Source: an optimization exercise on an open RTL-to-GDS flow (aim: small area, a short achievable clock period and few clock cycles). Production flows keep margins and buffers that such runs may drop. The RTL was checked by simulation tests, not by an equivalence proof against the original design.

==> trial 71 <==
// cas_core
module cas_core (
    input  wire       clk,
    input  wire       rst,        
    input  wire       run,        
    input  wire [7:0] in_dev,     
    input  wire       ld_en,      
    input  wire [7:0] ld_addr,
    input  wire [7:0] ld_data,
    output reg        retire,     
    output reg        halted,
    output wire [7:0] pc,
    output wire [7:0] r0,
    output wire [7:0] r1,
    output wire [7:0] r2,
    output wire [7:0] r3,
    output wire       carry
);
    reg [511:0] mb0, mb1, mb2, mb3;
    wire [7:0] wdata = rst ? 8'd0 : ld_data;
    genvar g;
    generate
        for (g = 0; g < 64; g = g + 1) begin : wr
            wire hit = ld_en & (ld_addr[7:2] == g);
            always @(posedge clk) begin
                if (rst | (hit & (ld_addr[1:0] == 2'd0))) mb0[8*g +: 8] <= wdata;
                if (rst | (hit & (ld_addr[1:0] == 2'd1))) mb1[8*g +: 8] <= wdata;
                if (rst | (hit & (ld_addr[1:0] == 2'd2))) mb2[8*g +: 8] <= wdata;
                if (rst | (hit & (ld_addr[1:0] == 2'd3))) mb3[8*g +: 8] <= wdata;
            end
        end
    endgenerate
    reg  [7:0] ra;
    wire [7:0] lo  = 8'd1 << ra[4:2];
    wire [7:0] hi  = 8'd1 << ra[7:5];
    wire [7:0] lo1 = {lo[6:0], lo[7]};                     
    wire [7:0] hi1 = (&ra[4:2]) ? {hi[6:0], hi[7]} : hi;
  ...
export LEC_CHECK = 0
export ABC_AREA = 1
export CAP_MARGIN = 20
export CORE_MARGIN = 2
export CORE_UTILIZATION = 40
export PLACE_DENSITY = 0.6
export SLEW_MARGIN = 20
create_clock -name core_clock -period 10.0 [get_ports {clk}]
standard.sh (not shown) runs the stock make flow with config.mk's settings and CLKGATE_MAP_FILE= SYNTH_SCRIPT=/design/flow/synth_recipe.tcl, a recipe that flattens the netlist after the stock synthesis.
==> flow/flow/run.sh <==
#!/bin/bash
# Own layout flow: the standard flow, with two changes.
#  1. Synthesis runs the standard synthesis script (synth_recipe.tcl, via
#     standard.sh synth) with a copy of ORFS's scripts folder in which
#     abc_area.script is replaced by flow/abc_area.script, an area-oriented
#     ABC mapping (no buffering/upsizing inside ABC). Registers are mapped
#     before ABC runs, so they are the standard synthesis's registers.
#  2. The rest of the standard flow runs with a setup slack margin, so that
#     timing repair aims for a shorter period than the 10 ns clock.
# Each tool's output goes to a log file in the work folder.
set -euo pipefail
W="$(cd "$(dirname "${BASH_SOURCE[0]}")/.." && pwd)"
cd "$W"
MARGIN="$(cat "$W/flow/setup_margin")"
rm -rf "$W/scripts_abc"
cp -r "$FLOW_HOME/scripts" "$W/scripts_abc"
cp "$W/flow/abc_area.script" "$W/scripts_abc/abc_area.script"
SCRIPTS_DIR="$W/scripts_abc" bash standard.sh synth > "$W/synth.log" 2>&1
SETUP_SLACK_MARGIN="$MARGIN" bash standard.sh > "$W/layout.log" 2>&1
==> flow/flow/abc_area.script <==
strash; &get -n; &fraig -x; &put; scorr; dc2; strash; &get -n; &dch -f; &nf; &put
==> flow/flow/setup_margin <==
6
==> inputs of build 16, as changes to trial 71 <==
==> flow/run.sh (new file) <==
#!/bin/bash
# synth_recipe.tcl (not shown) runs the flow's synth.tcl, then flattens the netlist and writes it again
# the make line also repeats each setting of config.mk as NAME=value (left out here)
make -C /OpenROAD-flow-scripts/flow DESIGN_CONFIG=/design/flow/config.mk WORK_HOME=/design/flow/orfs CLKGATE_MAP_FILE= SYNTH_SCRIPT=/design/flow/synth_recipe.tcl finish
Settings changed: SETUP_SLACK_MARGIN set to 5.
removed: flow/flow/run.sh
removed: flow/flow/abc_area.script
removed: flow/flow/setup_margin
removed: flow/standard.sh
==> impl_metrics.env <==
export IMPL_die_h_um=452.2
export IMPL_status="complete, no violations"
export IMPL_vias=57697
export IMPL_use_met1_pct=42.92
export IMPL_layout_drive_gt1_share_pct=25.53
export IMPL_synth_compound_area_share_pct=13.43
export IMPL_synth_seq_area_share_pct=78.77
export IMPL_viasPerCell=6.740
export IMPL_fp_dieW_um=452.2
export IMPL_synthTopCellsByCount="edfxtp_1, a222oi_1, o21ai_0"
the above is filed under trial 71

==> impl_metrics.env <==
export IMPL_viasPerCell=5.833
export IMPL_synth_compound_area_share_pct=5.058
export IMPL_vias=65495
export IMPL_fp_dieW_um=473.5
export IMPL_status="complete, no violations"
the above is filed under build 16

Testbench counts of trial 71, summed over its fixed seeds: cycles 42,099.
Testbench counts of build 16, summed over its fixed seeds: cycles 42,099.

-- port drivers added, routing unchanged --
How much do the figures lean on ideal ports? The routed layouts below were timed once more, with nothing changed but the port constraints.
Step 1, drivers: a clkbuf_16 drives clk and a buf_2 each remaining input, both assumed.
Step 2, shift: input delay + t, output delay - t, t = (earliest + latest rising clock arrival at the registers) / 2. This alone moves slack from input paths to output paths.
Slacks: no drivers / after step 1 / after step 2; pairs: no drivers / after step 1.
run	shift t [ns]	slack for setup (ns)	worst hold slack (ns)	latest minus earliest clock arrival (ns)
trial 71	0.962	5.463 / 5.463 / 4.832	0.461 / 0.461 / 0.461	0.069 / 0.068
build 16	0.961	4.916 / 4.931 / 4.031	0.477 / 0.477 / 0.477	0.086 / 0.086
After both steps setup and hold are still met in every run listed. The setup slack of build 16, which loses most, moves by +0.015 ns with the drivers and by -0.885 ns with both steps.
